Context: an optimization exercise on an open-source flow, tuned for small area, a short achievable clock period and few clock cycles. The choices shown serve that exercise and are no tape-out recipe. In this exercise RTL edits were held to simulation tests only and were not proved equivalent to the original.

the previous run:
==> flow/design.v (excerpt) <==
module frp (
    input  wire         clk,
    input  wire         rst,
    input  wire [63:0]  host_time,
    input  wire         cmd_valid,
    output wire         cmd_ready,
    input  wire [79:0]  cmd,
    input  wire         din_valid,
    output wire         din_ready,
    input  wire [7:0]   din,
    output wire         out_valid,
    input  wire         out_ready,
    output wire [1:0]   out_kind,
    output wire [7:0]   out_cid,
    output wire [7:0]   out_op,
    output wire [3:0]   out_code,
    output wire [63:0]  out_val,
    output wire [1:0]   out_rtp_version,
    output wire         out_rtp_padding,
    output wire         out_rtp_extension,
    output wire [3:0]   out_csrc_count,
    output wire         out_marker,
    output wire [6:0]   out_payload_type,
    output wire [15:0]  out_sequence,
    output wire [7:0]   out_channel,
    output wire [3:0]   out_data_type,
    output wire [1:0]   out_subpackage,
    output wire [63:0]  out_timestamp,
    output wire [15:0]  out_last_iframe_interval,
    output wire [15:0]  out_last_frame_interval,
    output wire [15:0]  out_payload_len,
    output wire [31:0]  out_raw_len,
    output wire [4:0]   out_dev_id_len,
    output wire [191:0] out_dev_id_chars
);
    localparam [1:0] K_FRAME = 2'd0, K_COND = 2'd1, K_BCD = 2'd2, K_RSP = 2'd3;
    localparam [3:0] ST_OK = 4'd0, ST_TOOSHORT = 4'd1, ST_BADMAGIC = 4'd2,
                     ST_MISMATCH = 4'd3, ST_CLOSED = 4'd4, ST_CONNERR = 4'd5,
                     ST_OVERFLOW = 4'd6, ST_NOTOPEN = 4'd7, ST_ALREADY = 4'd8,
                     ST_ILLEGAL = 4'd9, ST_BADOPND = 4'd10;
  ...
==> flow/config.mk <==
export PLATFORM = sky130hd
export DESIGN_NAME = frp
export DESIGN_NICKNAME = frp
export VERILOG_FILES = /design/flow/design.v
export SDC_FILE = /design/flow/constraint.sdc
export NUM_CORES = 4
export LEC_CHECK = 0
export CAP_MARGIN = 20
export CORE_MARGIN = 2
export CORE_UTILIZATION = 68
export CTS_CLUSTER_DIAMETER = 60
export CTS_CLUSTER_SIZE = 30
export PLACE_DENSITY = 0.82
export SLEW_MARGIN = 20
export SETUP_SLACK_MARGIN = 10.5
export BUFFER_PORTS_ARGS = -buffer_cell sky130_fd_sc_hd__buf_2
==> flow/constraint.sdc <==
create_clock -name core_clock -period 15.0 [get_ports {clk}]
set_input_delay 3.0000 -clock core_clock [delete_from_list [all_inputs] [get_ports {clk}]]
set_output_delay 3.0000 -clock core_clock [all_outputs]
set_load 0.01 [all_outputs]
standard.sh (not shown) runs the stock make flow with config.mk's settings and CLKGATE_MAP_FILE= SYNTH_SCRIPT=/design/flow/synth_recipe.tcl, a recipe that flattens the netlist after the stock synthesis.
==> flow/flow/run.sh <==
#!/bin/bash
cd "$(dirname "${BASH_SOURCE[0]}")/.." || exit 1
{
  echo "export SETUP_SLACK_MARGIN = 10.5"
  echo "export BUFFER_PORTS_ARGS = -buffer_cell sky130_fd_sc_hd__buf_2"
} >> config.mk
export SETUP_SLACK_MARGIN=10.5
export BUFFER_PORTS_ARGS="-buffer_cell sky130_fd_sc_hd__buf_2"
bash standard.sh > standard.log 2>&1
status=$?
echo "standard.sh exit $status" >> standard.log
exit $status
Testbench counts of the previous run, summed over its fixed seeds: cycles 160,709.
#### Input delta (the current run over the previous run)
-- flow/config.mk --
<<< the previous run, line 8
export CAP_MARGIN = 20
export CORE_MARGIN = 2
export CORE_UTILIZATION = 68
export CTS_CLUSTER_DIAMETER = 60
export CTS_CLUSTER_SIZE = 30
export PLACE_DENSITY = 0.82
export SLEW_MARGIN = 20
export SETUP_SLACK_MARGIN = 10.5
>>> the current run, line 8
export CAP_MARGIN = 20
export CORE_MARGIN = 2
export CORE_UTILIZATION = 65
export CTS_CLUSTER_DIAMETER = 60
export CTS_CLUSTER_SIZE = 30
export PLACE_DENSITY = 0.8
export SLEW_MARGIN = 20
export SETUP_SLACK_MARGIN = 10.5
### Flow results
Looking at routing usage on met2, the current run sits 3.9 points below the previous run. Lower number of antenna cells inserted among the current run and the previous run: the previous run. Looking at the current run and the previous run, the multi-input combinational gate total is a wash. The current run: detailed-route via count is 1606 lower than what the previous run reported.

separate check: timing with driven ports:
The flow's constraints put no driver on any port. The routed layouts listed below were extracted and timed again, unchanged, in two steps.
Step 1 assumes that a clkbuf_16 drives the clock port and a buf_2 every other input.
Step 2, shift: input delay + t, output delay - t, t = (earliest + latest rising clock arrival at the registers) / 2. This alone moves slack from input paths to output paths.
Slacks: no drivers / after step 1 / after step 2; pairs: no drivers / after step 1.
run	shift t [ns]	slack for setup (ns)	hold slack, ns	worst setup path at the end	cell pins on the clock port's net
the previous run	0.900	10.398 / 10.345 / 9.705	0.415 / 0.415 / 0.415	input to register	1
the current run	0.885	10.398 / 10.301 / 9.640	0.428 / 0.428 / 0.428	input to register	1
After both steps setup and hold are still met in every run listed. For the current run, which loses most, drivers alone change the setup slack by -0.097 ns; drivers and shift together by -0.758 ns.
